From an optimization exercise on the open Yosys and OpenROAD flow, aimed at small area; shortcuts taken in it are not production practice. In this exercise RTL edits were held to simulation tests only and were not proved equivalent to the original. Power figures rest on the tool's default switching activity, not on a simulated workload.

**flow/flow/run.sh**
```bash
#!/bin/bash
# Standard ORFS layout, with two changes: the port buffers are buf_1 cells,
# and clock tree synthesis adds no dummy loads.
set -euo pipefail
export BUFFER_PORTS_ARGS="-buffer_cell sky130_fd_sc_hd__buf_1"
export CTS_ARGS="-sink_clustering_enable -repair_clock_nets -dont_use_dummy_load -buf_list sky130_fd_sc_hd__clkbuf_8 -sink_clustering_size 20 -sink_clustering_max_diameter 60"
bash standard.sh finish > standard_flow.log 2>&1
```
**flow/standard.sh**
```bash
#!/bin/bash
# synth_recipe.tcl (not shown) runs the flow's synth.tcl, then flattens the netlist and writes it again
# the make line also repeats each setting of config.mk as NAME=value (left out here)
make -C /OpenROAD-flow-scripts/flow DESIGN_CONFIG=/design/flow/config.mk WORK_HOME=/design/flow/orfs CLKGATE_MAP_FILE= SYNTH_SCRIPT=/design/flow/synth_recipe.tcl "${@:-finish}"
```
**flow/config.mk**
```make
export PLATFORM = sky130hd
export DESIGN_NAME = vcpu_core
export DESIGN_NICKNAME = vcpu_core
export VERILOG_FILES = /design/flow/design.v
export SDC_FILE = /design/flow/constraint.sdc
export NUM_CORES = 4
export LEC_CHECK = 0
export ABC_AREA = 1
export CAP_MARGIN = 20
export CORE_MARGIN = 2
export CORE_UTILIZATION = 60
export SLEW_MARGIN = 20
```
**flow/constraint.sdc**
```tcl
create_clock -name core_clock -period 12.0 [get_ports {clk}]
set_input_delay 2.4000 -clock core_clock [delete_from_list [all_inputs] [get_ports {clk}]]
set_output_delay 2.4000 -clock core_clock [all_outputs]
set_load 0.01 [all_outputs]
```
**flow/design.v**
```verilog
module vcpu_core (
    input  wire        clk,
    input  wire        rst,
    input  wire [31:0] prog_len,
    input  wire        terminate,
    output wire        imem_req,
    output wire [31:0] imem_addr,
    input  wire        imem_ack,
    input  wire [31:0] imem_rdata,
    output wire        dmem_req,
    output wire        dmem_we,
    output wire [1:0]  dmem_size,
    output wire [31:0] dmem_addr,
    output wire [31:0] dmem_wdata,
    input  wire        dmem_ack,
    input  wire        dmem_err,
    input  wire [31:0] dmem_rdata,
    output reg         retire_valid,
    output wire [31:0] retire_pc,
    output wire [4:0]  retire_rd,
    output wire [31:0] retire_wdata,
    output reg         stopped,
    output wire [3:0]  exit_code,
    output wire [31:0] pc
);
    localparam [2:0] S_INIT   = 3'd0,    
                     S_FETCH  = 3'd1,
                     S_WAIT   = 3'd2,    
                     S_PRE    = 3'd3,
                     S_STEP   = 3'd4,
                     S_MEM    = 3'd5,
                     S_COMMIT = 3'd6,
                     S_STOP   = 3'd7;
    reg [2:0]  state;
    reg [4:0]  cnt;
    reg        flag;     
    reg [31:0] ir;
    reg [31:0] P;        
    reg [31:0] MA;       
    reg [31:0] MD;       
    reg [31:0] ACC;      
    reg [3:0]  xc;       
    reg        sa, sb;   
    reg        cond;     
    reg        fbad;     
    reg        fwrap;    
    reg        mis;      
    reg        c1, e1, c2, c3, e3, c4, nA, nB, cr;
    reg        rs;       
    wire st_init   = (state == S_INIT);
    wire st_fetch  = (state == S_FETCH);
    wire st_wait   = (state == S_WAIT);
    wire st_pre    = (state == S_PRE);
    wire st_step   = (state == S_STEP);
    wire st_mem    = (state == S_MEM);
    wire st_commit = (state == S_COMMIT);
    wire c0   = (cnt == 5'd0);
    wire last = (cnt == 5'd31);
    wire [5:0]  op    = ir[31:26];
    wire [4:0]  f_rd  = ir[25:21];
    wire [4:0]  f_rs  = ir[20:16];
    wire [4:0]  f_rs2 = ir[15:11];
    wire [10:0] fn    = ir[10:0];
    wire [4:0]  f5    = fn[4:0];
    wire rform  = (op == 6'h00);
    wire fz     = rform && (fn[10:5] == 6'd0);
    wire c_radd = fz && (f5[4:1] == 4'd0);
    wire c_sub  = fz && (f5 == 5'h01);
    wire c_mul  = fz && (f5 == 5'h02);
    wire c_div  = fz && (f5[4:2] == 3'd1);
    wire c_rlog = fz && (f5[4:2] == 3'd2);
    wire c_rslt = fz && (f5[4:1] == 4'd6);
    wire c_rsh  = fz && (f5[4:2] == 3'd4) && (f5[1:0] != 2'd3);
    wire c_jalr = fz && (f5 == 5'h18);
    wire c_addi = (op == 6'h01);
    wire c_islt = (op[5:1] == 5'b00001);
    wire c_ilog = (op == 6'h04) || (op == 6'h05) || (op == 6'h06);
    wire c_lui  = (op == 6'h07);
    wire c_ish  = (op == 6'h08) || (op == 6'h09) || (op == 6'h0A);
    wire c_load = (op == 6'h10) || (op == 6'h11) || (op == 6'h12) ||
                  (op == 6'h14) || (op == 6'h15);
    wire c_store= (op == 6'h18) || (op == 6'h19) || (op == 6'h1A);
    wire c_br   = (op[5:3] == 3'b100) && (op[2:1] != 2'b11);
    wire c_j    = (op[5:1] == 5'b11000);
    wire c_jal  = (op == 6'h31);
    wire c_halt = (op == 6'h3F);
    wire c_add  = c_radd || c_addi;
    wire c_log  = c_rlog || c_ilog;
    wire c_slt  = c_rslt || c_islt;
    wire c_sh   = c_rsh  || c_ish;
    wire valid  = c_add || c_log || c_slt || c_sh || c_lui || c_mul || c_div ||
                  c_jalr || c_load || c_store || c_br || c_j || c_halt;
    wire wr     = c_add || c_log || c_slt || c_sh || c_lui || c_mul || c_div ||
                  c_load || c_jal || c_jalr;
    wire [1:0] sel2 = rform ? fn[1:0] : op[1:0];
    wire       sgn  = ~fn[0];            
    wire       stopc = (xc != 4'd0);
    wire       wr_ok = wr && (!stopc || c_jal || c_jalr);
    wire [4:0] waddr = c_jal ? 5'd31 : f_rd;
    wire        wbit;
    wire        rf_we = st_commit && wr_ok;
    wire        wdat  = wbit && !st_init;
    wire [31:0] q0;
    assign q0[0] = 1'b0;
    wire [3:0] wlo = {4{st_init}} | ({4{rf_we}} & (4'b0001 << waddr[1:0]));
    wire [7:0] whi = {8{st_init}} | (8'b00000001 << waddr[4:2]);
    genvar g;
    generate
        for (g = 1; g < 32; g = g + 1) begin : R
            reg [31:0] q;
            wire we = wlo[g % 4] & whi[g / 4];
            always @(posedge clk)
                q <= {we ? wdat : q[0], q[31:1]};
            assign q0[g] = q[0];
        end
    endgenerate
    wire [4:0] rb_addr = rform ? f_rs2 : f_rd;
    wire ra = q0[f_rs];
    wire rb = q0[rb_addr];
    wire [4:0] ish   = (c_br || c_j) ? 5'd2 : c_lui ? 5'd16 : 5'd0;
    wire [4:0] ik    = cnt - ish;
    wire       under = (cnt < ish);
    wire [4:0] ilim  = c_j ? 5'd25 : 5'd15;
    wire       iover = (ik > ilim);
    wire       isgn  = c_j ? ir[25] : ir[15];
    wire [25:0] imm26 = ir[25:0];
    wire       immbit = under ? 1'b0 : iover ? (isgn && !c_ilog) : imm26[ik];
    wire opb = rform ? rb : immbit;
    wire x1   = c_br ? rb : ra;
    wire y1   = c_br ? ra : opb;
    wire inv1 = c_br || c_slt || c_sub;
    wire y1i  = y1 ^ inv1;
    wire c1e  = c0 ? inv1 : c1;
    wire sum1 = x1 ^ y1i ^ c1e;
    wire c1n  = (x1 & y1i) | (x1 & c1e) | (y1i & c1e);
    wire e1n  = (c0 | e1) & ~(x1 ^ y1);
    wire ltu  = ~c1n;
    wire lts  = (x1 ^ y1) ? x1 : ltu;
    wire slt_signed = rform ? ~fn[0] : ~op[0];
    wire condv = c_slt ? (slt_signed ? lts : ltu) :
                 (((op[2:1] == 2'd0) ? e1n : (op[2:1] == 2'd1) ? lts : ltu) ^ op[0]);
    wire b2    = (c_br && (st_pre || cond)) ? immbit : (cnt == 5'd2);
    wire c2e   = ~c0 & c2;
    wire pcsum = P[0] ^ b2 ^ c2e;
    wire c2n   = (P[0] & b2) | (P[0] & c2e) | (b2 & c2e);
    wire npc = st_init ? 1'b0 :
               stopc   ? P[0] :
               c_j     ? immbit :
               c_jalr  ? ra :
               (c_br && cond) ? pcsum :
               fwrap   ? 1'b0 : pcsum;
    wire c4e = (cnt == 5'd2) | ((cnt > 5'd2) & c4);
    wire n4  = npc ^ c4e;
    wire c4n = npc & c4e;
    wire tgt = c_j ? immbit : c_jalr ? ra : pcsum;
    wire x3  = st_pre ? tgt : n4;
    wire lb  = prog_len[cnt];
    wire c3e = c0 | c3;
    wire c3n = (x3 & ~lb) | (x3 & c3e) | (~lb & c3e);
    wire e3n = (c0 | e3) & ~(x3 ^ lb);
    wire nf_bad  = c4n | (c3n & ~e3n);
    wire nf_wrap = c4n | c3n;
    wire cre    = ~c0 & cr;
    wire cry    = rs & MA[0];
    wire rembit = ACC[0] ^ cry ^ cre;
    wire crn    = (ACC[0] & cry) | (ACC[0] & cre) | (cry & cre);
    wire xa    = st_commit ? (fn[1] ? rembit : MD[0]) : ra;
    wire nega  = sgn & (st_commit ? (fn[1] ? sa : (sa ^ sb)) : sa);
    wire nAe   = ~c0 & nA;
    wire outA  = xa ^ (nega & nAe);
    wire nBe   = ~c0 & nB;
    wire outB  = rb ^ (sgn & sb & nBe);
    wire dz    = ~(nBe | rb);
    wire [4:0] sam   = rform ? f_rs2 : ir[4:0];
    wire       sll   = (sel2 == 2'd0);
    wire       uselo = sll || (sam == 5'd0);
    wire [4:0] sk    = uselo ? ~sam : (sam - 5'd1);
    wire       sinv  = sel2[1] & sa;
    wire       shres = (uselo ? ACC[0] : MD[0]) ^ sinv;
    wire lres = (sel2 == 2'd0) ? (ra & opb) :
                (sel2 == 2'd1) ? (ra | opb) :
                (sel2 == 2'd2) ? (ra ^ opb) : ~(ra | opb);
    assign wbit = c_add  ? sum1 :
                  c_log  ? lres :
                  c_slt  ? (c0 & cond) :
                  c_lui  ? immbit :
                  c_sh   ? shres :
                  c_mul  ? ACC[0] :
                  c_div  ? outA :
                  c_load ? ldbit : pcsum;
    wire [31:0] xs  = {ACC[30:0], c_div & MD[31]};
    wire        bb  = c_sh ? (cnt == sk) : MD[31];
    wire        dsub = c_div & ~rs;
    wire [31:0] ys  = c_div ? (MA ^ {32{dsub}}) : (bb ? MA : 32'd0);
    wire [32:0] ss  = {1'b0, xs} + {1'b0, ys} + {32'd0, dsub};
    wire        rsn = ACC[31] ^ dsub ^ ss[32];
    wire ld_in  = op[1] || (op[0] ? ~cnt[4] : (cnt[4:3] == 2'd0));
    wire ldbit  = ld_in ? MD[0] : (~op[2] & sa);
    wire ld_sg  = (cnt == {1'b0, op[0], 3'b111});
    wire jge   = c3n;
    wire jmp   = c_j || c_jalr || (c_br && condv);
    wire [3:0] xc_pre = c_halt ? 4'd1 :
                        !valid ? 4'd7 :
                        (c_div && dz) ? 4'd3 :
                        (c_jalr && mis) ? 4'd5 :
                        (jmp && jge) ? 4'd6 : 4'd0;
    assign imem_req     = (st_fetch && !fbad) || (st_init && !flag);
    assign imem_addr    = P;
    assign dmem_req     = st_mem;
    assign dmem_we      = c_store;
    assign dmem_size    = {op[1], op[0] & ~op[1]};
    assign dmem_addr    = MA;
    assign dmem_wdata   = MD;
    assign retire_pc    = MA;
    assign retire_wdata = MD;
    assign retire_rd    = wr_ok ? waddr : 5'd0;
    assign exit_code    = xc;
    assign pc           = P;
    always @(posedge clk) begin
        c1 <= c1n;  e1 <= e1n;
        c2 <= c2n;
        c3 <= c3n;  e3 <= e3n;
        c4 <= c4n;
        nA <= nAe | xa;
        cr <= crn;
        nB <= nBe | rb;
    end
    always @(posedge clk) begin
        if (rst) begin
            state        <= S_INIT;
            cnt          <= 5'd0;
            flag         <= 1'b0;
            P            <= 32'd0;
            stopped      <= 1'b0;
            retire_valid <= 1'b0;
        end else begin
            cnt          <= cnt + 5'd1;
            retire_valid <= 1'b0;
            if (st_pre)
                P <= {P[0], P[31:1]};
            else if (st_commit)
                P <= {npc, P[31:1]};
            if (st_commit)
                MA <= {P[0], MA[31:1]};
            else if (st_pre)
                MA <= {c_mul ? ra : c_sh ? (ra ^ sinv) : c_div ? outB : sum1, MA[31:1]};
            if (st_commit)
                MD <= {wbit, MD[31:1]};
            else if (st_pre)
                MD <= {c_div ? outA : rb, MD[31:1]};
            else if (st_step)
                MD <= {MD[30:0], c_div ? ~rsn : ACC[31]};
            else if (st_mem && dmem_ack && !dmem_err && c_load)
                MD <= dmem_rdata;
            if (st_pre)
                rs <= 1'b0;
            else if (st_step)
                rs <= rsn;
            if (st_step)
                ACC <= ss[31:0];
            else
                ACC <= {~st_pre & ACC[0], ACC[31:1]};
            if (st_commit && c_load && ld_sg)
                sa <= MD[0];
            if (st_pre && c0)
                mis <= ra;
            else if (st_pre && cnt == 5'd1)
                mis <= mis | ra;
            case (state)
            S_INIT: begin
                if (imem_req && imem_ack) begin
                    ir   <= imem_rdata;
                    flag <= 1'b1;
                end
                if (last) begin
                    fbad  <= nf_bad;
                    fwrap <= nf_wrap;
                    sa    <= 1'b0;
                    sb    <= 1'b0;
                    if (terminate) begin
                        xc      <= 4'd2;
                        stopped <= 1'b1;
                        state   <= S_STOP;
                    end else if (nf_bad) begin
                        xc      <= 4'd8;
                        stopped <= 1'b1;
                        state   <= S_STOP;
                    end else if (flag || imem_ack) begin
                        state   <= S_PRE;
                    end else begin
                        state   <= S_FETCH;
                    end
                end
            end
            S_FETCH: begin
                if (terminate) begin
                    xc      <= 4'd2;
                    stopped <= 1'b1;
                    state   <= S_STOP;
                end else if (fbad) begin
                    xc      <= 4'd8;
                    stopped <= 1'b1;
                    state   <= S_STOP;
                end else if (imem_ack) begin
                    ir    <= imem_rdata;
                    flag  <= 1'b0;
                    state <= S_WAIT;
                end
            end
            S_WAIT: begin
                if (last) begin
                    if (!flag) begin
                        sa <= ra;
                        sb <= rb;
                    end
                    state <= flag ? S_COMMIT : S_PRE;
                end
            end
            S_PRE: begin
                if (last) begin
                    xc   <= xc_pre;
                    cond <= condv;
                    if (c_rsh)
                        ir[15:11] <= MD[5:1];
                    if (c_mul || c_sh || (c_div && !dz))
                        state <= S_STEP;
                    else if (c_load || c_store)
                        state <= S_MEM;
                    else
                        state <= S_COMMIT;
                end
            end
            S_STEP: begin
                if (last)
                    state <= S_COMMIT;
            end
            S_MEM: begin
                if (dmem_ack) begin
                    if (dmem_err)
                        xc <= 4'd4;
                    flag  <= 1'b1;
                    state <= S_WAIT;
                end
            end
            S_COMMIT: begin
                if (last) begin
                    retire_valid <= 1'b1;
                    fbad  <= nf_bad;
                    fwrap <= nf_wrap;
                    if (stopc) begin
                        stopped <= 1'b1;
                        state   <= S_STOP;
                    end else begin
                        state   <= S_FETCH;
                    end
                end
            end
            default: ;
            endcase
        end
    end
endmodule
```
==> results of run 1 <==
[area by class of cell]
| class | instances | area (sq um) | share of cell area [%] |
|---|---|---|---|
| multi-input combinational | 1294 | 6840 | 19.1 |
| antenna | 4 | 10.0 | 0.0279 |
| timing repair buffer | 325 | 1300 | 3.63 |
| tap | 748 | 936 | 2.61 |
| clock buffer | 74 | 1020 | 2.84 |
| inverter | 180 | 678 | 1.89 |
| sequential | 1183 | 25100 | 69.9 |
[power groups by stage]
stage	Clock [mW]	Sequential (mW)	Combinational, mW
2_1_floorplan	0	5.53	1.24
3_3_place_gp	0	5.69	1.66
4_1_cts	1.67	5.65	1.69
6_report	1.62	5.63	1.72
5_1_grt	1.79	5.74	1.93
3_5_place_dp	0	5.72	1.68
[cell usage after synthesis (13+ instances only)]
| cell type | count |
|---|---|
| o21ai_1 | 13 |
| a21oi_1 | 99 |
| clkbuf_1 | 50 |
| nor2_1 | 215 |
| xor2_1 | 24 |
| o22ai_1 | 14 |
| nand4_1 | 43 |
| nor3_1 | 16 |
| ha_1 | 46 |
| o211ai_1 | 14 |
| inv_1 | 166 |
| nand2_1 | 317 |
| a211oi_1 | 17 |
| nand3_1 | 132 |
| dfxtp_1 | 1044 |
| buf_2 | 13 |
| xnor2_1 | 16 |
| edfxtp_1 | 139 |
| o21ai_0 | 247 |
| buf_4 | 105 |
[kinds of logic (layout without fill, tap and decap cells)]
family | after synthesis | after routing | share of synthesized area [%]
simple gates | 762 | 762 | 9.93
buf+inv | 356 | 579 | 5.29
flops | 1183 | 1183 | 74.5
compound gates | 441 | 441 | 7.22
xor+xnor | 40 | 40 | 1.04
other cells | 0 | 4 | 0
fa+ha+maj | 51 | 51 | 2.01
[layer usage]
layer / wire (um) / vias to the layer above / part of all wire (%)
li1: - / 9606 / -
met5: 12 / - / 0.017
met2: 33200 / 789 / 46
met3: 4970 / 134 / 6.9
met1: 31300 / 9329 / 44
met4: 2330 / 2 / 3.2
[flip-flops by register name (all words and copies together), names as in the netlist, 3 cells and up]
register and cells:
ACC 32, MA 32, MD 32, P 32
R.q 992, cnt 5, ir 32, state 3
xc 4
[final timing paths]
kind | from | endpoint | slack (ns) | cells past startpoint
min reg2reg | R[24].q[1] | R[24].q[0] | 0.28 | 0
max reg2reg | ir[27] | ACC[31] | 5.24 | 35
max | ir[27] | ACC[31] | 5.24 | 35
min | R[24].q[1] | R[24].q[0] | 0.28 | 0
[metrics by stage]
step / std cells / hold slack, ns
after floorplan: 2833 / 0.310
after global placement: 3729 / 0.310
after detailed placement: 3729 / 0.312
after CTS: 3803 / 0.290
after global routing: 3805 / 0.284
final: 3808 / 0.285
==> results.sh, run 1 <==
export IMPL_status="finished clean"
export IMPL_final_area_sq_um=35900
export IMPL_power_mw=8.97
export IMPL_fillerInstances=4038
export IMPL_ys_types=58
export IMPL_critPathSlowestCell="edfxtp_1"
export IMPL_leakage_nw=14.4
export IMPL_drive_gt1_share_pct=4.71
export IMPL_cts_hold_buf=0
export IMPL_drt_first_pass_iters=6
export IMPL_clock_latency_ns=0.69
export IMPL_post_route_min_period_ns=6.76
export IMPL_relSlewSlack_pct=27.9
export IMPL_critPathMostFrequentCell="nand2_1"
export IMPL_die_x_um=241
export IMPL_post_cts_buffers=0
export IMPL_grt_use_met1_pct=33.2
export IMPL_max_stage_delay_ns=0.61
export IMPL_syn_cell_area_sq_um=33700
export IMPL_cp_max_fo=31
export IMPL_synth_edf_count=139
export IMPL_clockBufferDepth=3
export IMPL_hold_path_class="reg2reg"
export IMPL_p_per_area_nw_per_um2=250
export IMPL_start_kind="flop"
export IMPL_combPwrFrac_pct=19.2
export IMPL_crit_type="reg2reg"
export IMPL_grt_pass1_vias=18800
export IMPL_layout_common_cells="1043 x dfxtp_1, 315 x nand2_1, 309 x buf_1, 247 x o21ai_0, 212 x nor2_1"
export IMPL_worst_path_buf_inv=5
export IMPL_gr_usage_all_layers_pct=24.7
export IMPL_cts_sinks=1183
export IMPL_timing_setup_tns_ns=0
export IMPL_vias_per_cell=5.22
export IMPL_arrival_ns=7.12
export IMPL_core_sq_um=55300
export IMPL_post_cts_resized=0
export IMPL_grt_use_met3_pct=4.75
export IMPL_syn2layout_area_growth_pct=6.56
export IMPL_fp_dieArea_sq_um=58000
export IMPL_required_ns=12.36
export IMPL_met2_usage_pct=40.0
export IMPL_fmax_mhz=148
export IMPL_io_buffer_count=309
export IMPL_maxSlewViolCount=0
export IMPL_nNetsFinal=3211
export IMPL_fin_ws_ns=5.24
export IMPL_clkPwrFrac_pct=18.1
export IMPL_pre_cts_slack_ns=5.31
export IMPL_synthFlopType="dfxtp_1"
export IMPL_cts_htree_levels=3
export IMPL_placed_cell_area_sq_um=34800
export IMPL_drt_iter0_markers=1429
export IMPL_grt_pass1_wl_um=108000
export IMPL_ios=310
export IMPL_finalHoldViolations=0
export IMPL_wl_um=71800
export IMPL_ys_seq_area_share_pct=74.5
export IMPL_cp_top_family="compound AO/OA/AOI/OAI gates"
export IMPL_clkSlewWorstSetupHoldPaths_ns=0.11
export IMPL_root_buffer="clkbuf_8"
export IMPL_power_switching_mw=2.70
export IMPL_antenna_found_initial=5
export IMPL_die_height_um=241
export IMPL_gp_congestion=0.935
export IMPL_finalCritPeriodShare_pct=56.4
export IMPL_synth_top_cell_by_area="dfxtp_1"
export IMPL_synth_warnings=1
export IMPL_fin_util_pct=64.8
export IMPL_netSwitchingFraction_pct=30.1
export IMPL_p_int_mw=6.27
export IMPL_grt_start_max_net_pins=72
export IMPL_wl_per_cell_um=18.9
export IMPL_cts_made_buffers=74
export IMPL_maxCapViolations=0
export IMPL_grt_ovfl_total=0
export IMPL_synth_top_cell_area_share_pct=62.1
export IMPL_antenna_left=0
export IMPL_cp_end_kind="flop"
export IMPL_routed_via_count=19900
export IMPL_irDropWorstVdd_v=0.000196
export IMPL_top_usage_layer="met2"
export IMPL_rows=86
export IMPL_hpwlAfterDp_um=50800
export IMPL_seqPwrFrac_pct=62.7
export IMPL_setup_violations=0
export IMPL_layout_commonest_cell="dfxtp_1"
export IMPL_async_flop_share_pct=0
export IMPL_route_detailed_drc=0
export IMPL_syn_nets=2986
export IMPL_fin_skew_ns=0.116
export IMPL_synth_seq_cells=1183
export IMPL_cts_tree="yes"
export IMPL_avgSynthCellArea_sq_um=11.9
export IMPL_worst_pin_slew_ns=1.07
export IMPL_yosys_top_cells_area="dfxtp_1 62%, edfxtp_1 12%, o21ai_0 3.7%"
export IMPL_grt_setup_unrepaired="no"
export IMPL_postSynthCellCount=2833
export IMPL_start_util_pct=60.8
==> run 2, diff against run 1 <==
--- a/flow/config.mk
+++ b/flow/config.mk
@@ -7,3 +7,2 @@
 export LEC_CHECK = 0
-export ABC_AREA = 1
 export CAP_MARGIN = 20
==> run 2 against run 1 <==
Still clean on timing, DRC and antenna. Combinational power is 88% lower. Count of clock-buffer cells in the layout is 2 higher. Die area is 0.48% higher. Core utilization is 0.49 points lower. Via count is 7.7% lower. Wire length is 11% lower. Sequential power is 28% lower. Critical path type unchanged. Largest cell class unchanged. Highest routed layer is now met4.
==> results.sh, run 2 <==
export IMPL_async_flop_share_pct=0
export IMPL_cp_max_fo=33
export IMPL_critPathMostFrequentCell="o21ai_0"
export IMPL_avgSynthCellArea_sq_um=13.3
export IMPL_max_stage_delay_ns=0.74
export IMPL_synth_top_cell_area_share_pct=61.8
export IMPL_cp_end_kind="flop"
export IMPL_wl_um=64100
export IMPL_synth_top_cell_by_area="dfxtp_1"
export IMPL_gp_congestion=0.901
export IMPL_cts_sinks=1183
export IMPL_drt_first_pass_iters=5
export IMPL_maxSlewViolCount=0
export IMPL_relSlewSlack_pct=31.6
export IMPL_syn_cell_area_sq_um=33800
export IMPL_grt_pass1_vias=17600
export IMPL_drt_iter0_markers=1046
export IMPL_yosys_top_cells_area="dfxtp_1 62%, edfxtp_1 12%, nand2_1 2.9%"
export IMPL_antenna_found_initial=2
export IMPL_crit_type="reg2reg"
export IMPL_syn2layout_area_growth_pct=6.67
export IMPL_dp_cells=3437
export IMPL_post_route_min_period_ns=8.19
export IMPL_die_x_um=241
export IMPL_p_per_area_nw_per_um2=163
export IMPL_cts_hold_buf=0
export IMPL_grt_start_max_net_pins=94
export IMPL_required_ns=12.40
export IMPL_largest_reg_flops=992
export IMPL_clockBufferDepth=3
export IMPL_top_register="R.q"
export IMPL_cp_top_family="compound AO/OA/AOI/OAI gates"
export IMPL_layout_common_cells="1044 x dfxtp_1, 308 x buf_1, 262 x nand2_1, 139 x edfxtp_1, 133 x nor2_1"
export IMPL_synth_edf_count=139
export IMPL_fp_dieArea_sq_um=58300
export IMPL_antenna_left=0
export IMPL_io_buffer_count=309
export IMPL_routed_via_count=18300
export IMPL_post_cts_resized=0
export IMPL_hold_path_class="reg2reg"
export IMPL_start_kind="flop"
export IMPL_ys_types=101
export IMPL_vias_per_cell=5.21
export IMPL_fin_skew_ns=0.110
export IMPL_hpwlAfterDp_um=43500
export IMPL_postSynthCellCount=2538
export IMPL_critPathSlowestCell="nor2_1"
export IMPL_synthFlopType="dfxtp_1"
export IMPL_fmax_mhz=122
export IMPL_grt_pass1_wl_um=97800
export IMPL_drive_gt1_share_pct=7.36
export IMPL_leakage_nw=13.9
export IMPL_irDropWorstVdd_v=0.000167
export IMPL_nNetsFinal=2912
export IMPL_post_cts_buffers=0
export IMPL_ys_top_cells_by_count="1044 x dfxtp_1, 262 x nand2_1, 139 x edfxtp_1, 136 x nor2_1, 98 x buf_4"
export IMPL_cts_made_buffers=76
export IMPL_synth_most_common_cell="dfxtp_1"
export IMPL_synth_warnings=1
export IMPL_cts_htree_levels=3
export IMPL_grt_ovfl_total=0
export IMPL_die_height_um=241
export IMPL_finalNonFillerCells=3514
export IMPL_timing_setup_tns_ns=0
export IMPL_route_detailed_drc=0
export IMPL_gr_usage_all_layers_pct=21.8
export IMPL_synth_seq_cells=1183
export IMPL_finalCritPeriodShare_pct=68.2
export IMPL_rows=87
export IMPL_status="finished clean"
export IMPL_setup_violations=0
export IMPL_worst_pin_slew_ns=1.02
export IMPL_ys_seq_area_share_pct=74.1
export IMPL_wl_per_cell_um=18.2
export IMPL_worst_path_buf_inv=1
export IMPL_grt_setup_unrepaired="no"
export IMPL_maxCapViolations=0
export IMPL_finalHoldViolations=0
export IMPL_root_buffer="clkbuf_8"
export IMPL_clock_latency_ns=0.69
export IMPL_syn_nets=2691
export IMPL_start_util_pct=60.3
export IMPL_clkSlewWorstSetupHoldPaths_ns=0.12
export IMPL_arrival_ns=8.58
export IMPL_layout_commonest_cell="dfxtp_1"
export IMPL_ios=310
export IMPL_cts_tree="yes"
export IMPL_core_sq_um=56100
## run 2: stage by stage
step / hold WS (ns) / area, sq um / setup WS [ns] / utilization, % / total power, mW
2_1_floorplan: 0.310 / 33800 / 5.69 / - / 4.26
3_3_place_gp: 0.310 / 35000 / 4.19 / 62.5 / 4.33
3_5_place_dp: 0.312 / 35000 / 4.02 / 62.5 / 4.33
4_1_cts: 0.289 / 36100 / 3.99 / 64.3 / 5.95
5_1_grt: 0.295 / 36100 / 3.11 / 64.3 / 6.11
6_report: 0.292 / 36100 / 3.81 / 64.3 / 5.89
## run 2: kinds of logic after synthesis
group	Yosys count	share of synthesized area (%)
xor gates and xnor gates	45	1.17
AOI/OAI and AO/OA	357	7.18
buffers and inverters	220	3.59
DFF	1183	74.1
adders and majority gates	52	2.03
and+or+nand+nor	574	7.76
muxes	107	4.13
## run 2: layout make-up
class,count,area [sq um]
well taps,756,946
repair buffers,326,1290
clock buffers,76,1050
inverters,37,139
multi-input cells,1135,7580
fillers,4169,20000
diodes,1,2.50
flip-flops and latches,1183,25100
## run 2: worst paths after layout
path	from	endpoint	slack [ns]	cells past startpoint
max	ir[28]	ACC[31]	3.81	26
min	R[15].q[29]	R[15].q[28]	0.29	0
max reg2reg	ir[28]	ACC[31]	3.81	26
min reg2reg	R[15].q[29]	R[15].q[28]	0.29	0
## run 2: routing by layer
layer	global-route usage [%]	vias to the layer above	wire, um
met3	3.36	118	2990
met4	7.33	0	1630
li1	-	8930	-
met1	30.0	8791	29700
met2	35.5	483	29800
met5	0	-	0
## run 2: power breakdown
part | leakage [nW] | switching, mW | total [mW] | internal, mW
logic | 3.71 | 0.120 | 0.208 | 0.0876
registers | 9.69 | 0.0210 | 4.04 | 4.02
clock network | 0.546 | 1.07 | 1.64 | 0.572
## run 2: worst register-to-register path, delay by kind of cell, from the launching register on
kind | cells | cell delay (ns)
fa+ha+maj | 2 | 0.52
xor+xnor | 2 | 0.31
flops | 1 | 0.65
mux | 1 | 0.22
compound gates | 13 | 3.28
simple gates | 7 | 2.68
buf+inv | 1 | 0.27
==> run 3, diff against run 2 <==
==> flow/flow/run.sh (replaced) <==
#!/bin/bash
# Standard ORFS layout, with two changes: the port buffers are buf_1 cells,
# and clock tree synthesis adds no dummy loads.
set -euo pipefail
export BUFFER_PORTS_ARGS="-buffer_cell sky130_fd_sc_hd__buf_1"
export CTS_ARGS="-sink_clustering_enable -repair_clock_nets -dont_use_dummy_load -buf_list sky130_fd_sc_hd__clkbuf_8 -sink_clustering_size 18 -sink_clustering_max_diameter 60"
bash standard.sh finish > standard_flow.log 2>&1
--- a/flow/config.mk
+++ b/flow/config.mk
@@ -7,2 +7,3 @@
 export LEC_CHECK = 0
+export ABC_AREA = 1
 export CAP_MARGIN = 20
==> run 3 against run 2 <==
Still clean on timing, DRC and antenna. Core utilization grew 0.61 points. Count of clock-buffer cells in the layout increased by 3. Flip-flop and latch count stayed put. Register-to-register slack gained 1.5 ns. Sequential power rose by 39%. Worst setup slack improved by 1.5 ns. Critical endpoint is now ACC[30]. Largest cell class unchanged. Largest power group unchanged.
==> results.sh, run 3 <==
export IMPL_maxSlewViolCount=0
export IMPL_synthAdderAreaFrac_pct=2.01
export IMPL_synth_area_mux_share_pct=0
export IMPL_dp_cells=3729
export IMPL_r2r_cells=37
export IMPL_die_x_um=241
export IMPL_vias_per_cell=5.20
export IMPL_drt_first_pass_iters=5
export IMPL_crit_type="reg2reg"
export IMPL_synth_edf_count=139
export IMPL_hold_path_class="reg2reg"
export IMPL_yosys_top_cells_area="dfxtp_1 62%, edfxtp_1 12%, o21ai_0 3.7%"
export IMPL_cp_top_family="compound AO/OA/AOI/OAI gates"
export IMPL_synth_top_family_by_area="simple AND/OR/NAND/NOR gates"
export IMPL_syn_nets=2986
export IMPL_cp_end_kind="flop"
export IMPL_syn2layout_area_growth_pct=6.76
export IMPL_critPathSlowestCell="edfxtp_1"
export IMPL_ys_top_cells_by_count="1044 x dfxtp_1, 317 x nand2_1, 247 x o21ai_0, 215 x nor2_1, 166 x inv_1"
export IMPL_cp_startpoint="ir[27]"
export IMPL_core_sq_um=55300
export IMPL_synthFlopType="dfxtp_1"
export IMPL_wl_um=71900
export IMPL_synth_most_common_cell="dfxtp_1"
export IMPL_nNetsFinal=3216
export IMPL_fin_ws_ns=5.30
export IMPL_clock_latency_ns=0.69
export IMPL_timing_setup_tns_ns=0
export IMPL_die_height_um=241
export IMPL_fin_util_pct=65.0
export IMPL_grt_setup_unrepaired="no"
export IMPL_layout_commonest_cell="dfxtp_1"
export IMPL_fin_skew_ns=0.0738
export IMPL_routed_via_count=19800
export IMPL_critPathMostFrequentCell="nand2_1"
export IMPL_clkSlewWorstSetupHoldPaths_ns=0.09
export IMPL_postSynthCellCount=2833
export IMPL_final_area_sq_um=35900
export IMPL_met2_usage_pct=40.0
export IMPL_async_flop_share_pct=0
export IMPL_start_kind="flop"
export IMPL_endpoint="ACC[30]"
export IMPL_cts_hold_buf=0
export IMPL_cts_tree="yes"
export IMPL_post_cts_resized=0
export IMPL_leakage_nw=14.5
export IMPL_syn_cell_area_sq_um=33700
export IMPL_worst_path_buf_inv=6
export IMPL_wl_per_cell_um=18.9
export IMPL_top_usage_layer="met2"
export IMPL_synth_xor_area_share_pct=1.04
export IMPL_synth_compound_area_share_pct=7.22
export IMPL_hold_ws_ns=0.302
export IMPL_root_buffer="clkbuf_8"
export IMPL_cts_htree_levels=3
export IMPL_finalNonFillerCells=3813
export IMPL_grt_ovfl_total=0
export IMPL_placed_cell_area_sq_um=34800
export IMPL_layout_common_cells="1043 x dfxtp_1, 315 x nand2_1, 309 x buf_1, 247 x o21ai_0, 212 x nor2_1"
export IMPL_gp_congestion=0.935
export IMPL_rows=86
export IMPL_ys_types=58
export IMPL_arrival_ns=7.09
export IMPL_io_buffer_count=309
export IMPL_synth_simple_area_share_pct=9.93
export IMPL_cp_num_cells=37
export IMPL_route_detailed_drc=0
export IMPL_synth_warnings=1
export IMPL_drive_gt1_share_pct=4.87
export IMPL_top_register="R.q"
export IMPL_clockBufferDepth=3
export IMPL_cp_max_fo=31
export IMPL_antenna_found_initial=5
export IMPL_r2r_setup_slack_ns=5.30
export IMPL_p_per_area_nw_per_um2=251
export IMPL_status="finished clean"
export IMPL_power_mw=9.02
export IMPL_maxCapViolations=0
export IMPL_fmax_mhz=149
export IMPL_finalCritPeriodShare_pct=55.8
export IMPL_post_route_min_period_ns=6.70
export IMPL_hpwlAfterDp_um=50800
export IMPL_synth_top_cell_area_share_pct=62.1
export IMPL_drt_iter0_markers=1335
export IMPL_synth_seq_cells=1183
export IMPL_grt_pass1_vias=18900
export IMPL_avgSynthCellArea_sq_um=11.9
export IMPL_post_cts_buffers=0
export IMPL_cts_sinks=1183
export IMPL_start_util_pct=60.8
export IMPL_grt_use_met1_pct=33.4
export IMPL_pre_cts_slack_ns=5.31
export IMPL_gr_usage_all_layers_pct=24.8
export IMPL_fillerInstances=4034
export IMPL_cts_made_buffers=79
export IMPL_finalHoldViolations=0
export IMPL_relSlewSlack_pct=31.3
export IMPL_worst_pin_slew_ns=1.02
export IMPL_r2r_start="ir[27]"
export IMPL_ys_seq_area_share_pct=74.5
export IMPL_required_ns=12.39
export IMPL_r2r_end="ACC[30]"
export IMPL_grt_start_max_net_pins=72
export IMPL_largest_reg_flops=992
export IMPL_grt_pass1_wl_um=109000
export IMPL_synth_top_cell_by_area="dfxtp_1"
export IMPL_irDropWorstVdd_v=0.000194
export IMPL_setup_violations=0
export IMPL_max_stage_delay_ns=0.55
export IMPL_antenna_left=0
export IMPL_fp_dieArea_sq_um=58000
export IMPL_grt_use_met3_pct=5.10
export IMPL_ios=310
==> run 3: cell types whose count changed in the layout (fill, tap and decap cells not counted), moves of 39 or more <==
| cell | previous run | this run |
|---|---|---|
| nand2_1 | 262 | 315 |
| a31oi_1 | 49 | 4 |
| mux2i_1 | 46 | 0 |
| nor2_1 | 133 | 212 |
| mux2_2 | 39 | 0 |
| nand3_1 | 34 | 132 |
| inv_1 | 37 | 164 |
| o21ai_0 | 79 | 247 |
==> run 3: cell type report <==
| class | instances | area [sq um] | area share, % |
|---|---|---|---|
| Inverter | 180 | 678 | 1.89 |
| Clock buffer | 79 | 1090 | 3.03 |
| Multi-Input combinational cell | 1294 | 6840 | 19.0 |
| Timing Repair Buffer | 325 | 1300 | 3.62 |
| Antenna cell | 4 | 10.0 | 0.0279 |
| Tap cell | 748 | 936 | 2.60 |
| Sequential cell | 1183 | 25100 | 69.8 |
==> run 3: worst register-to-register path, delay by kind of cell (launching register included) <==
kind | cells | cell delay, ns
buffers and inverters | 6 | 1.02
adder cells (fa/ha/maj) | 3 | 0.86
flip-flops | 1 | 0.55
AO/OA/AOI/OAI | 15 | 2.47
XOR/XNOR | 1 | 0.14
AND/OR/NAND/NOR | 12 | 1.43
==> run 3: routing by layer <==
layer	wire, um	up-vias	part of all wire, %
met5	16	-	0.022
met4	2100	2	2.9
met3	5030	126	7.0
met2	33400	775	46
met1	31400	9321	44
li1	-	9620	-
==> run 3: cells by family after synthesis <==
logic type | count (synthesis)
buffers and inverters | 356
AOI/OAI and AO/OA | 441
xor gates and xnor gates | 40
DFF | 1183
and+or+nand+nor | 762
adders and majority gates | 51
==> run 3: worst min path at each step <==
stage	start	depth (start not counted)	end
floorplan	R[10].q[1]	0	R[10].q[0]
global placement	R[10].q[20]	0	R[10].q[19]
detailed placement	R[11].q[13]	0	R[11].q[12]
CTS	R[25].q[8]	0	R[25].q[7]
global route	R[14].q[20]	0	R[14].q[19]
finish	R[14].q[20]	0	R[14].q[19]
==> run 3: power by group <==
group          switching, mW  internal (mW)
registers              0.428           5.20
clock network           1.08          0.594
logic                   1.20          0.514
==> run 4, diff against run 3 <==
--- a/flow/flow/run.sh
+++ b/flow/flow/run.sh
@@ -1,4 +1,2 @@
 #!/bin/bash
-# Standard ORFS layout, with two changes: the port buffers are buf_1 cells,
-# and clock tree synthesis adds no dummy loads.
 set -euo pipefail
==> run 4 against run 3 <==
Power unchanged. Flip-flop and latch count is the same. Core utilization is the same. Fmax did not move. Cell count is the same. Largest cell class unchanged. Largest power group unchanged.
==> results.sh, run 4 <==
export IMPL_required_ns=12.39
export IMPL_r2r_end="ACC[30]"
export IMPL_timing_setup_tns_ns=0
export IMPL_hpwlAfterDp_um=50800
export IMPL_grt_pass1_vias=18900
export IMPL_synth_edf_count=139
export IMPL_routed_via_count=19800
export IMPL_ys_seq_area_share_pct=74.5
export IMPL_fillerInstances=4034
export IMPL_gp_congestion=0.935
export IMPL_drive_gt1_share_pct=4.87
export IMPL_yosys_top_cells_area="dfxtp_1 62%, edfxtp_1 12%, o21ai_0 3.7%"
export IMPL_critPathSlowestCell="edfxtp_1"
export IMPL_fmax_mhz=149
export IMPL_post_cts_buffers=0
export IMPL_multi_input_area_sq_um=6840
export IMPL_start_util_pct=60.8
export IMPL_finalCritPeriodShare_pct=55.8
export IMPL_r2r_setup_slack_ns=5.30
export IMPL_syn_cell_area_sq_um=33700
export IMPL_synth_top_cell_by_area="dfxtp_1"
export IMPL_finalHoldViolations=0
export IMPL_finalNonFillerCells=3813
export IMPL_synth_top_cell_area_share_pct=62.1
export IMPL_wl_um=71900
export IMPL_relSlewSlack_pct=31.3
export IMPL_arrival_ns=7.09
export IMPL_root_buffer="clkbuf_8"
export IMPL_nNetsFinal=3216
export IMPL_postSynthCellCount=2833
export IMPL_clock_latency_ns=0.69
export IMPL_synthFlopType="dfxtp_1"
export IMPL_async_flop_share_pct=0
export IMPL_layout_common_cells="1043 x dfxtp_1, 315 x nand2_1, 309 x buf_1, 247 x o21ai_0, 212 x nor2_1"
export IMPL_cts_sinks=1183
export IMPL_vias_per_cell=5.20
export IMPL_post_route_min_period_ns=6.70
export IMPL_ios=310
export IMPL_final_area_sq_um=35900
export IMPL_drt_first_pass_iters=5
export IMPL_clkSlewWorstSetupHoldPaths_ns=0.09
export IMPL_fin_skew_ns=0.0738
export IMPL_hold_start="R[14].q[20]"
export IMPL_antenna_found_initial=5
export IMPL_route_detailed_drc=0
export IMPL_cp_end_kind="flop"
export IMPL_p_per_area_nw_per_um2=251
export IMPL_gr_usage_all_layers_pct=24.8
export IMPL_grt_setup_unrepaired="no"
export IMPL_grt_ovfl_total=0
export IMPL_syn2layout_area_growth_pct=6.76
export IMPL_core_sq_um=55300
export IMPL_synth_seq_cells=1183
export IMPL_hold_end="R[14].q[19]"
export IMPL_cts_htree_levels=3
export IMPL_r2r_start="ir[27]"
export IMPL_clockBufferDepth=3
export IMPL_status="finished clean"
export IMPL_io_buffer_count=309
export IMPL_layout_commonest_cell="dfxtp_1"
export IMPL_ys_top_cells_by_count="1044 x dfxtp_1, 317 x nand2_1, 247 x o21ai_0, 215 x nor2_1, 166 x inv_1"
export IMPL_cts_hold_buf=0
export IMPL_top_register="R.q"
export IMPL_die_height_um=241
export IMPL_grt_pass1_wl_um=109000
export IMPL_cp_max_fo=31
export IMPL_fp_dieArea_sq_um=58000
export IMPL_dp_cells=3729
export IMPL_leakage_nw=14.5
export IMPL_worst_pin_slew_ns=1.02
export IMPL_wl_per_cell_um=18.9
export IMPL_avgSynthCellArea_sq_um=11.9
export IMPL_r2r_cells=37
export IMPL_rows=86
export IMPL_post_cts_resized=0
export IMPL_irDropWorstVdd_v=0.000194
export IMPL_syn_nets=2986
export IMPL_maxCapViolations=0
export IMPL_regArea_sq_um=25100
export IMPL_min_path_cells=0
export IMPL_hold_path_class="reg2reg"
export IMPL_placed_cell_area_sq_um=34800
export IMPL_max_stage_delay_ns=0.55
export IMPL_grt_start_max_net_pins=72
export IMPL_crit_type="reg2reg"
export IMPL_critPathMostFrequentCell="nand2_1"
export IMPL_synth_most_common_cell="dfxtp_1"
export IMPL_maxSlewViolCount=0
export IMPL_start_kind="flop"
export IMPL_setup_violations=0
export IMPL_largest_reg_flops=992
export IMPL_cts_tree="yes"
export IMPL_die_x_um=241
export IMPL_cts_made_buffers=79
export IMPL_drt_iter0_markers=1335
export IMPL_antenna_left=0
export IMPL_synth_warnings=1
export IMPL_ys_types=58
[run 4: cell counts after synthesis]
No cell type changed its count.
[run 4: critical path, delay by kind of cell, from the launching register on]
family                     cells  cell delay, ns
AOI/OAI and AO/OA             15            2.47
and+or+nand+nor               12            1.42
buffers and inverters          6            1.02
adders and majority gates      3            0.86
DFF                            1            0.55
xor gates and xnor gates       1            0.14
[run 4: kinds of logic after synthesis]
group / synth area share, %
buf+inv: 5.29
fa+ha+maj: 2.01
compound gates: 7.22
flops: 74.5
simple gates: 9.93
xor+xnor: 1.04
[run 4: area by class of cell]
class	count	area share, %
multi-input cells	1294	19.0
well taps	748	2.60
diodes	4	0.0279
flip-flops and latches	1183	69.8
repair buffers	325	3.62
clock buffers	79	3.03
inverters	180	1.89
[run 4: through the flow]
step	hold WS [ns]	setup slack (ns)	total power, mW	utilization [%]
after floorplan	0.310	6.36	6.77	-
after global placement	0.310	5.51	7.35	62.9
after detailed placement	0.312	5.31	7.40	62.9
after CTS	0.297	5.34	9.06	64.9
after global routing	0.303	4.58	9.51	64.9
final	0.302	5.30	9.02	65.0
[run 4: worst max-delay path by stage]
stage / start / to / cells after the start
detailed placement: ir[27] / ACC[30] / 37
finish: ir[27] / ACC[30] / 37
CTS: ir[27] / ACC[30] / 37
global placement: ir[27] / ACC[30] / 35
floorplan: ir[27] / xc[0] / 35
global route: ir[27] / ACC[30] / 35
[run 4: where the power goes]
| group | switching [mW] | internal, mW | total, mW |
|---|---|---|---|
| logic | 1.20 | 0.514 | 1.72 |
| clock network | 1.08 | 0.594 | 1.67 |
| registers | 0.428 | 5.20 | 5.63 |
[run 4: metal layers]
| layer | routed length, um | vias to the layer above | GRT usage [%] |
|---|---|---|---|
| li1 | - | 9620 | - |
| met1 | 31400 | 9321 | 33.4 |
| met2 | 33400 | 775 | 40.0 |
| met3 | 5030 | 126 | 5.10 |
| met4 | 2100 | 2 | 8.74 |
| met5 | 16 | - | 0 |
==> run 5, diff against run 4 <==
--- a/flow/design.v
+++ b/flow/design.v
@@ -119,10 +119,16 @@
     wire rb = q0[rb_addr];
-    wire [4:0] ish   = (c_br || c_j) ? 5'd2 : c_lui ? 5'd16 : 5'd0;
-    wire [4:0] ik    = cnt - ish;
-    wire       under = (cnt < ish);
-    wire [4:0] ilim  = c_j ? 5'd25 : 5'd15;
-    wire       iover = (ik > ilim);
-    wire       isgn  = c_j ? ir[25] : ir[15];
-    wire [25:0] imm26 = ir[25:0];
-    wire       immbit = under ? 1'b0 : iover ? (isgn && !c_ilog) : imm26[ik];
+    wire [3:0] clo = cnt[3:0];
+    wire       m16 = ir[clo];
+    wire [9:0] ir10 = ir[25:16];
+    wire       m10 = ir10[clo];
+    wire       ubit = ~cnt[4] ? m16 :
+                      c_j     ? ((clo <= 4'd9) ? m10 : ir[25]) :
+                                (ir[15] & ~c_ilog);
+    reg        ud1, ud2;
+    always @(posedge clk) begin
+        ud1 <= ubit;
+        ud2 <= ud1;
+    end
+    wire       immbit = c_lui ? (cnt[4] & m16) :
+                        (c_br || c_j) ? ((cnt[4:1] != 4'd0) & ud2) : ubit;
     wire opb = rform ? rb : immbit;
==> run 5 against run 4 <==
Still clean on timing, DRC and antenna. Core utilization shrank 0.084 points. First-iteration DRC count grew 9.4%. Critical path depth shrank 1. Non-clock buffer count shrank 3. Sequential power shrank 2%. Combinational power shrank 3%. Cell count shrank 0.26%. Clock power is essentially flat. Count of clock-buffer cells in the layout grew 1. Critical endpoint unchanged. Highest routed layer unchanged.
==> results.sh, run 5 <==
export IMPL_status="finished clean"
export IMPL_cp_max_fo=32
export IMPL_synthFlopType="dfxtp_1"
export IMPL_syn_cell_area_sq_um=33600
export IMPL_layout_common_cells="1046 x dfxtp_1, 350 x nand2_1, 308 x buf_1, 230 x o21ai_0, 202 x nor2_1"
export IMPL_hold_ws_ns=0.289
export IMPL_hold_path_class="reg2reg"
export IMPL_grt_use_met3_pct=4.24
export IMPL_gp_congestion=0.914
export IMPL_min_path_cells=0
export IMPL_top_register="R.q"
export IMPL_cts_hold_buf=0
export IMPL_critPathMostFrequentCell="nand2_2"
export IMPL_drt_iter0_markers=1460
export IMPL_finalHoldViolations=0
export IMPL_synth_top_cell_area_share_pct=62.3
export IMPL_routed_via_count=19600
export IMPL_wl_um=68300
export IMPL_antenna_found_initial=6
export IMPL_clkSlewWorstSetupHoldPaths_ns=0.10
export IMPL_rows=86
export IMPL_antenna_left=0
export IMPL_synth_warnings=1
export IMPL_start_kind="flop"
export IMPL_avgSynthCellArea_sq_um=11.9
export IMPL_ios=310
export IMPL_critPathSlowestCell="edfxtp_1"
export IMPL_syn_nets=2969
export IMPL_arrival_ns=7.13
export IMPL_grt_setup_unrepaired="no"
export IMPL_hold_end="R[21].q[4]"
export IMPL_post_route_min_period_ns=6.68
export IMPL_fmax_mhz=150
export IMPL_cts_made_buffers=80
export IMPL_clock_latency_ns=0.71
export IMPL_irDropWorstVdd_v=0.000194
export IMPL_start_util_pct=60.8
export IMPL_setup_violations=0
export IMPL_timing_setup_tns_ns=0
export IMPL_largest_reg_flops=992
export IMPL_crit_type="reg2reg"
export IMPL_hold_start="R[21].q[5]"
export IMPL_hpwlAfterDp_um=47900
export IMPL_ys_types=56
export IMPL_synth_seq_cells=1185
export IMPL_required_ns=12.45
export IMPL_grt_start_max_net_pins=81
export IMPL_r2r_setup_slack_ns=5.32
export IMPL_finalCritPeriodShare_pct=55.7
export IMPL_async_flop_share_pct=0
export IMPL_ys_seq_area_share_pct=74.7
export IMPL_r2r_end="ACC[30]"
export IMPL_grt_ovfl_total=0
export IMPL_gr_usage_all_layers_pct=23.4
export IMPL_drive_gt1_share_pct=5.21
export IMPL_maxSlewViolCount=0
export IMPL_layout_commonest_cell="dfxtp_1"
export IMPL_fin_skew_ns=0.104
export IMPL_die_height_um=241
export IMPL_postSynthCellCount=2820
export IMPL_met2_usage_pct=36.4
export IMPL_post_cts_buffers=0
export IMPL_netSwitchingFraction_pct=29.8
export IMPL_core_sq_um=55300
export IMPL_route_detailed_drc=0
export IMPL_p_int_mw=6.22
export IMPL_die_x_um=241
export IMPL_syn2layout_area_growth_pct=6.70
export IMPL_drt_first_pass_iters=5
export IMPL_synth_edf_count=139
export IMPL_r2r_start="ir[27]"
export IMPL_yosys_top_cells_area="dfxtp_1 62%, edfxtp_1 12%, nand2_1 3.9%"
export IMPL_wl_per_cell_um=17.9
export IMPL_fp_dieArea_sq_um=58000
export IMPL_p_per_area_nw_per_um2=247
export IMPL_worst_pin_slew_ns=1.05
export IMPL_fillerInstances=4137
export IMPL_cp_startpoint="ir[27]"
export IMPL_post_cts_resized=0
export IMPL_seqPwrFrac_pct=62.2
export IMPL_final_area_sq_um=35900
export IMPL_grt_pass1_vias=18600
export IMPL_nNetsFinal=3203
export IMPL_cts_htree_levels=3
export IMPL_maxCapViolations=0
export IMPL_max_stage_delay_ns=0.56
export IMPL_vias_per_cell=5.15
export IMPL_grt_pass1_wl_um=104000
export IMPL_clockBufferDepth=3
export IMPL_clkPwrFrac_pct=18.9
export IMPL_cts_tree="yes"
export IMPL_synth_top_cell_by_area="dfxtp_1"
export IMPL_cts_sinks=1185
export IMPL_grt_use_met1_pct=33.3
export IMPL_combPwrFrac_pct=18.9
export IMPL_placed_cell_area_sq_um=34700
export IMPL_synth_most_common_cell="dfxtp_1"
export IMPL_ys_top_cells_by_count="1046 x dfxtp_1, 351 x nand2_1, 230 x o21ai_0, 204 x nor2_1, 157 x nand3_1"
export IMPL_cp_end_kind="flop"
export IMPL_r2r_cells=36
export IMPL_io_buffer_count=309
export IMPL_relSlewSlack_pct=29.8
export IMPL_power_switching_mw=2.64
export IMPL_root_buffer="clkbuf_8"
export IMPL_leakage_nw=14.3
export IMPL_top_usage_layer="met2"
-- run 5: worst max path at each step --
stage | to | cells past startpoint
global placement | ACC[30] | 36
finish | ACC[30] | 36
CTS | ACC[30] | 36
detailed placement | ACC[30] | 36
floorplan | ACC[30] | 37
global route | ACC[30] | 36
-- run 5: logic make-up after synthesis --
group | share of synthesized area, %
and+or+nand+nor | 10.2
buffers and inverters | 5.18
AOI/OAI and AO/OA | 7.04
muxes | 0.0335
DFF | 74.7
adders and majority gates | 1.86
xor gates and xnor gates | 1.02
-- run 5: metal layers --
layer,vias up,routed length (um)
li1,9567,-
met4,8,2180
met3,144,4260
met5,-,46
met2,703,30600
met1,9176,31200
-- run 5: worst max-delay path, delay by kind of cell, from the launching register on --
family	cells	cell delay (ns)
XOR/XNOR	1	0.14
adder cells (fa/ha/maj)	3	0.86
flip-flops	1	0.56
AO/OA/AOI/OAI	14	2.49
buffers and inverters	4	0.62
AND/OR/NAND/NOR	14	1.77
-- run 5: cell type report --
cell class              instances  area [sq um]  share of cell area, %
well taps                     748           936                   2.61
inverters                     169           634                   1.77
multi-input cells            1296          6810                   19.0
diodes                          3          7.51                 0.0209
repair buffers                322          1280                   3.56
clock buffers                  80          1100                   3.07
flip-flops and latches       1185         25100                   70.0
-- run 5: power groups by stage --
stage,combinational (mW),clock (mW),sequential (mW)
2_1_floorplan,1.23,0,5.42
3_3_place_gp,1.63,0,5.58
3_5_place_dp,1.65,0,5.60
4_1_cts,1.66,1.74,5.54
5_1_grt,1.87,1.86,5.62
6_report,1.67,1.68,5.51
-- run 5: stage by stage --
stage / power, mW / util [%] / cells / setup slack [ns]
CTS: 8.93 / 64.8 / 3799 / 5.28
finish: 8.86 / 64.9 / 3803 / 5.32
detailed placement: 7.25 / 62.8 / 3719 / 5.38
floorplan: 6.65 / - / 2820 / 6.47
global placement: 7.20 / 62.8 / 3719 / 5.62
global route: 9.35 / 64.9 / 3801 / 4.68
==> run 6, diff against run 5 <==
--- a/flow/config.mk
+++ b/flow/config.mk
@@ -8,5 +8,5 @@
 export ABC_AREA = 1
-export CAP_MARGIN = 20
+export CAP_MARGIN = 5
 export CORE_MARGIN = 2
 export CORE_UTILIZATION = 60
-export SLEW_MARGIN = 20
+export SLEW_MARGIN = 5
==> run 6 against run 5 <==
Largest power group unchanged. Register-to-register slack worse by 0.02 ns. Global-route usage unchanged. Combinational power about the same. Flip-flop and latch count unchanged. Non-clock buffer count down 1. Cell count about the same. Wire length about the same. Synthesized area unchanged. First-iteration DRC count down 6.2%. Power about the same. Still clean on timing, DRC and antenna.
==> results.sh, run 6 <==
export IMPL_arrival_ns=7.15
export IMPL_worst_pin_slew_ns=1.11
export IMPL_synthFlopType="dfxtp_1"
export IMPL_dp_cells=3719
export IMPL_synth_top_cell_area_share_pct=62.3
export IMPL_synth_warnings=1
export IMPL_cts_tree="yes"
export IMPL_cp_max_fo=32
export IMPL_placed_cell_area_sq_um=34700
export IMPL_hold_ws_ns=0.290
export IMPL_ys_top_cells_by_count="1046 x dfxtp_1, 351 x nand2_1, 230 x o21ai_0, 204 x nor2_1, 157 x nand3_1"
export IMPL_hold_path_class="reg2reg"
export IMPL_synthAdderAreaFrac_pct=1.86
export IMPL_synth_simple_area_share_pct=10.2
export IMPL_p_per_area_nw_per_um2=247
export IMPL_timing_setup_tns_ns=0
export IMPL_antenna_left=0
export IMPL_leakage_nw=14.3
export IMPL_avgSynthCellArea_sq_um=11.9
export IMPL_drt_iter0_markers=1369
export IMPL_synth_compound_area_share_pct=7.04
export IMPL_layout_common_cells="1046 x dfxtp_1, 350 x nand2_1, 308 x buf_1, 230 x o21ai_0, 202 x nor2_1"
export IMPL_synth_top_family_by_area="simple AND/OR/NAND/NOR gates"
export IMPL_combPwrFrac_pct=18.8
export IMPL_status="finished clean"
export IMPL_syn_nets=2969
export IMPL_cp_top_family="compound AO/OA/AOI/OAI gates"
export IMPL_finalHoldViolations=0
export IMPL_max_stage_delay_ns=0.57
export IMPL_cts_hold_buf=0
export IMPL_maxSlewViolCount=0
export IMPL_clkPwrFrac_pct=18.9
export IMPL_drive_gt1_share_pct=5.18
export IMPL_synth_xor_area_share_pct=1.02
export IMPL_final_area_sq_um=35900
export IMPL_rows=86
export IMPL_die_height_um=241
export IMPL_cts_made_buffers=80
export IMPL_wl_per_cell_um=18.0
export IMPL_nNetsFinal=3202
export IMPL_syn_cell_area_sq_um=33600
export IMPL_layout_commonest_cell="dfxtp_1"
export IMPL_relSlewSlack_pct=25.3
export IMPL_synth_most_common_cell="dfxtp_1"
export IMPL_ys_seq_area_share_pct=74.7
export IMPL_synth_area_mux_share_pct=0.0335
export IMPL_cts_htree_levels=3
export IMPL_fin_ws_ns=5.30
export IMPL_ios=310
export IMPL_fillerInstances=4139
export IMPL_finalNonFillerCells=3802
export IMPL_route_detailed_drc=0
export IMPL_start_kind="flop"
export IMPL_maxCapViolations=0
export IMPL_routed_via_count=19600
export IMPL_fin_skew_ns=0.104
export IMPL_synth_top_cell_by_area="dfxtp_1"
export IMPL_post_route_min_period_ns=6.70
export IMPL_gp_congestion=0.914
export IMPL_finalCritPeriodShare_pct=55.8
export IMPL_ys_types=56
export IMPL_clock_latency_ns=0.71
export IMPL_hpwlAfterDp_um=47900
export IMPL_r2r_setup_slack_ns=5.30
export IMPL_post_cts_buffers=0
export IMPL_io_buffer_count=309
export IMPL_fp_dieArea_sq_um=58000
export IMPL_required_ns=12.46
export IMPL_setup_violations=0
export IMPL_power_switching_mw=2.64
export IMPL_die_x_um=241
export IMPL_top_register="R.q"
export IMPL_irDropWorstVdd_v=0.000194
export IMPL_root_buffer="clkbuf_8"
export IMPL_fin_util_pct=64.8
export IMPL_p_int_mw=6.22
export IMPL_antenna_found_initial=6
export IMPL_syn2layout_area_growth_pct=6.62
export IMPL_core_sq_um=55300
export IMPL_critPathMostFrequentCell="nand2_2"
export IMPL_netSwitchingFraction_pct=29.8
export IMPL_async_flop_share_pct=0
export IMPL_seqPwrFrac_pct=62.2
export IMPL_crit_type="reg2reg"
export IMPL_clockBufferDepth=3
export IMPL_yosys_top_cells_area="dfxtp_1 62%, edfxtp_1 12%, nand2_1 3.9%"
export IMPL_grt_pass1_wl_um=104000
export IMPL_start_util_pct=60.8
export IMPL_cts_sinks=1185
export IMPL_pre_cts_slack_ns=5.38
export IMPL_critPathSlowestCell="edfxtp_1"
export IMPL_largest_reg_flops=992
export IMPL_power_mw=8.86
export IMPL_drt_first_pass_iters=6
export IMPL_worst_path_buf_inv=4
export IMPL_synth_seq_cells=1185
export IMPL_grt_ovfl_total=0
export IMPL_multi_input_area_sq_um=6810
export IMPL_grt_pass1_vias=18600
export IMPL_vias_per_cell=5.17
export IMPL_grt_setup_unrepaired="no"
export IMPL_grt_start_max_net_pins=81
export IMPL_gr_usage_all_layers_pct=23.4
export IMPL_post_cts_resized=0
export IMPL_postSynthCellCount=2820
export IMPL_wl_um=68300
export IMPL_clkSlewWorstSetupHoldPaths_ns=0.10
export IMPL_cp_end_kind="flop"
export IMPL_fmax_mhz=149
export IMPL_regArea_sq_um=25100
export IMPL_synth_edf_count=139
-- run 6: cell counts after synthesis --
No cell type changed its count.
-- run 6: cell families after synthesis --
kind of cell,count (synthesis)
AO/OA/AOI/OAI,426
XOR/XNOR,39
buffers and inverters,339
flip-flops,1185
multiplexers,1
AND/OR/NAND/NOR,783
adder cells (fa/ha/maj),47
-- run 6: final timing paths --
check	from	end	cells after the start
setup / recovery	ir[27]	ACC[30]	36
hold / removal	R[21].q[5]	R[21].q[4]	0
setup reg to reg	ir[27]	ACC[30]	36
hold reg to reg	R[21].q[5]	R[21].q[4]	0
-- run 6: power groups by stage --
stage          Sequential [mW]  Combinational, mW  Clock [mW]
4_1_cts                   5.54               1.66        1.74
3_5_place_dp              5.60               1.65           0
2_1_floorplan             5.42               1.23           0
3_3_place_gp              5.58               1.63           0
6_report                  5.51               1.67        1.68
5_1_grt                   5.62               1.87        1.86
-- run 6: layout make-up --
cell class | instances | share of cell area, %
clock buffer | 80 | 3.07
antenna | 3 | 0.0209
sequential | 1185 | 70.0
multi-input combinational | 1296 | 19.0
inverter | 169 | 1.77
timing repair buffer | 321 | 3.49
tap | 748 | 2.61
-- run 6: routing by layer --
| metal | up-vias | GRT usage [%] | part of all wire, % |
|---|---|---|---|
| li1 | 9556 | - | - |
| met1 | 9274 | 33.3 | 46 |
| met2 | 670 | 36.4 | 45 |
| met3 | 140 | 4.24 | 5.8 |
| met4 | 8 | 8.10 | 3.2 |
| met5 | - | 0 | 0.063 |
==> run 7, diff against run 6 <==
==> flow/flow/run.sh (replaced) <==
#!/bin/bash
# Standard ORFS layout through the standard.sh, with these changes:
# - synthesis is the standard flow's own script (synth_recipe.tcl, same passes, flattening
#   and names) with abc's combinational mapping run from flow/area.abc (an
#   area-oriented script) instead of ORFS's abc script; registers are mapped
#   before abc and are unchanged;
# - the port buffers are buf_1 cells;
set -euo pipefail
here=$(pwd)
{ head -n 1 synth_recipe.tcl; cat flow/abc_map.tcl; tail -n +2 synth_recipe.tcl; } > my_synth.tcl
export MY_ABC_SCRIPT="$here/flow/area.abc"
export BUFFER_PORTS_ARGS="-buffer_cell sky130_fd_sc_hd__buf_1"
export CTS_ARGS="-sink_clustering_enable -repair_clock_nets -dont_use_dummy_load -buf_list sky130_fd_sc_hd__clkbuf_8 -sink_clustering_size 18 -sink_clustering_max_diameter 60"
bash standard.sh SYNTH_SCRIPT="$here/my_synth.tcl" finish > standard_flow.log 2>&1
==> flow/flow/abc_map.tcl (new file) <==
# Run abc's combinational mapping with the script in $MY_ABC_SCRIPT (when set)
# instead of the ORFS script: same liberty, dont_use cells, constraints and
# delay target. abc -dff calls pass through unchanged.
proc abc {args} {
  if {[lsearch -exact $args -dff] >= 0 || ![info exists ::env(MY_ABC_SCRIPT)]} {
    yosys abc {*}$args
    return
  }
  set out {}
  set skip 0
  foreach a $args {
    if {$skip} { set skip 0; continue }
    if {$a eq "-script"} { set skip 1; continue }
    lappend out $a
  }
  if {$::env(MY_ABC_SCRIPT) ne ""} { lappend out -script $::env(MY_ABC_SCRIPT) }
  puts "abc_map.tcl: abc $out"
  yosys abc {*}$out
}
==> flow/flow/area.abc (new file) <==
strash
&get -n
&fraig -x
&put
scorr
dc2
strash
&get -n
&dch -f
&nf -R 1000
&put
--- a/flow/config.mk
+++ b/flow/config.mk
@@ -7,6 +7,6 @@
 export LEC_CHECK = 0
-export ABC_AREA = 1
-export CAP_MARGIN = 5
+export ABC_CLOCK_PERIOD_IN_PS = 12000
+export CAP_MARGIN = 20
 export CORE_MARGIN = 2
 export CORE_UTILIZATION = 60
-export SLEW_MARGIN = 5
+export SLEW_MARGIN = 20
==> run 7 against run 6 <==
Still clean. Power decreased by 33%. Hold slack worse by 0.017 ns. Die area fell by 4.5%. Highest routed layer unchanged.
==> results.sh, run 7 <==
export IMPL_post_route_min_period_ns=10.02
export IMPL_antenna_left=0
export IMPL_r2r_start="ir[30]"
export IMPL_ys_top_cells_by_count="1046 x dfxtp_1, 172 x nand2_1, 153 x nor2_1, 139 x edfxtp_1, 132 x o21ai_0"
export IMPL_nNetsFinal=2788
export IMPL_post_cts_resized=0
export IMPL_ys_seq_area_share_pct=78.2
export IMPL_vias_per_cell=5.28
export IMPL_synth_most_common_cell="dfxtp_1"
export IMPL_postSynthCellCount=2321
export IMPL_grt_start_max_net_pins=67
export IMPL_synth_top_cell_area_share_pct=65.2
export IMPL_max_stage_delay_ns=0.55
export IMPL_avgSynthCellArea_sq_um=13.8
export IMPL_antenna_found_initial=7
export IMPL_fp_dieArea_sq_um=55400
export IMPL_grt_ovfl_total=0
export IMPL_min_path_cells=0
export IMPL_irDropWorstVdd_v=0.000166
export IMPL_top_register="R.q"
export IMPL_clock_latency_ns=0.70
export IMPL_root_buffer="clkbuf_8"
export IMPL_die_x_um=235
export IMPL_synth_xor_area_share_pct=1.17
export IMPL_final_area_sq_um=34800
export IMPL_relSlewSlack_pct=30.5
export IMPL_grt_pass1_wl_um=96900
export IMPL_ios=310
export IMPL_hold_ws_ns=0.273
export IMPL_status="finished clean"
export IMPL_synthFlopType="dfxtp_1"
export IMPL_fin_util_pct=65.9
export IMPL_hold_path_class="reg2reg"
export IMPL_route_detailed_drc=0
export IMPL_critPathSlowestCell="or4_1"
export IMPL_synth_warnings=1
export IMPL_r2r_end="MD[0]"
export IMPL_grt_pass1_vias=16700
export IMPL_leakage_nw=13.1
export IMPL_crit_type="reg2reg"
export IMPL_synth_top_cell_by_area="dfxtp_1"
export IMPL_post_cts_buffers=0
export IMPL_arrival_ns=10.39
export IMPL_required_ns=12.37
export IMPL_drt_first_pass_iters=6
export IMPL_layout_commonest_cell="dfxtp_1"
export IMPL_wl_per_cell_um=19.0
export IMPL_start_kind="flop"
export IMPL_cts_htree_levels=3
export IMPL_syn_nets=2470
export IMPL_finalCritPeriodShare_pct=83.5
export IMPL_maxCapViolations=0
export IMPL_synth_simple_area_share_pct=6.59
export IMPL_cts_hold_buf=0
export IMPL_p_per_area_nw_per_um2=172
export IMPL_drt_iter0_markers=1129
export IMPL_grt_setup_unrepaired="no"
export IMPL_worst_pin_slew_ns=1.03
export IMPL_syn2layout_area_growth_pct=8.35
export IMPL_synth_area_mux_share_pct=1.68
export IMPL_synth_seq_cells=1185
export IMPL_placed_cell_area_sq_um=33600
export IMPL_layout_common_cells="1046 x dfxtp_1, 308 x buf_1, 171 x nand2_1, 149 x nor2_1, 139 x edfxtp_1"
export IMPL_largest_reg_flops=992
export IMPL_r2r_cells=51
export IMPL_die_height_um=235
export IMPL_dp_cells=3244
export IMPL_gr_usage_all_layers_pct=22.7
export IMPL_async_flop_share_pct=0
export IMPL_hold_end="R[15].q[0]"
export IMPL_setup_violations=0
[run 7: worst max-delay path by stage]
stage,start,endpoint,slack [ns]
finish,ir[30],MD[0],1.98
global route,ir[30],MD[0],0.87
CTS,ir[31],MD[0],1.83
detailed placement,ir[31],MD[0],1.90
global placement,ir[31],MD[0],2.25
floorplan,ir[31],MD[0],2.52
[run 7: metrics by stage]
stage                     worst slack (ns)  total power, mW
final                                 1.98             5.97
after global routing                 0.873             6.19
after CTS                             1.83             6.02
after detailed placement              1.90             4.37
after global placement                2.25             4.37
after floorplan                       2.52             4.30
[run 7: area by class of cell]
type / count / area [sq um]
Clock buffer: 80 / 1100
Tap cell: 688 / 861
Sequential cell: 1185 / 25100
Multi-Input combinational cell: 1006 / 6210
Antenna cell: 4 / 10.0
Timing Repair Buffer: 333 / 1360
Fill cell: 3861 / 18000
Inverter: 33 / 124
[run 7: report_power, final]
| group | switching (mW) | internal (mW) |
|---|---|---|
| registers | 0.0281 | 4.07 |
| logic | 0.112 | 0.0692 |
| clock network | 1.08 | 0.601 |
[run 7: cells by family (layout without fill, tap and decap cells)]
| kind of cell | after synthesis | in the layout |
|---|---|---|
| multiplexers | 30 | 30 |
| adder cells (fa/ha/maj) | 47 | 47 |
| other | 0 | 4 |
| AO/OA/AOI/OAI | 406 | 406 |
| AND/OR/NAND/NOR | 480 | 480 |
| flip-flops | 1185 | 1185 |
| XOR/XNOR | 43 | 43 |
| buffers and inverters | 130 | 446 |
[run 7: layer usage]
layer | global-route usage [%] | up-vias | wire (um)
met1 | 33.1 | 8409 | 29800
met4 | 7.03 | 10 | 1740
met3 | 4.73 | 127 | 3740
li1 | - | 8515 | -
met2 | 34.4 | 526 | 27800
met5 | 0 | - | 63
[run 7: critical path, delay by kind of cell (launching register included)]
kind / cells / cell delay [ns]
flops: 1 / 0.48
buf+inv: 3 / 0.51
simple gates: 21 / 3.45
xor+xnor: 2 / 0.31
fa+ha+maj: 3 / 0.88
compound gates: 22 / 4.11

static timing again, ports no longer ideal:
How much do the figures lean on ideal ports? The routed layouts below were timed once more, with nothing changed but the port constraints. Step 1, drivers: a clkbuf_16 drives clk and a buf_2 each remaining input, both assumed. Step 2 also shifts input and output timing later by t, the mid clock arrival at the registers, as if the neighbouring blocks saw the same clock. Slacks: ideal ports / drivers / drivers and shift; pairs: ideal ports / drivers.
run	t (ns)	setup slack, ns
run 1	0.696	5.236 / 5.236 / 5.236
run 2	0.694	3.813 / 3.813 / 3.813
run 3	0.707	5.302 / 5.302 / 5.302
run 4	0.707	5.302 / 5.302 / 5.302
run 5	0.715	5.322 / 5.322 / 5.322
run 6	0.718	5.302 / 5.302 / 5.302
run 7	0.717	1.981 / 1.981 / 1.981
After both steps setup and hold are still met in every run listed.
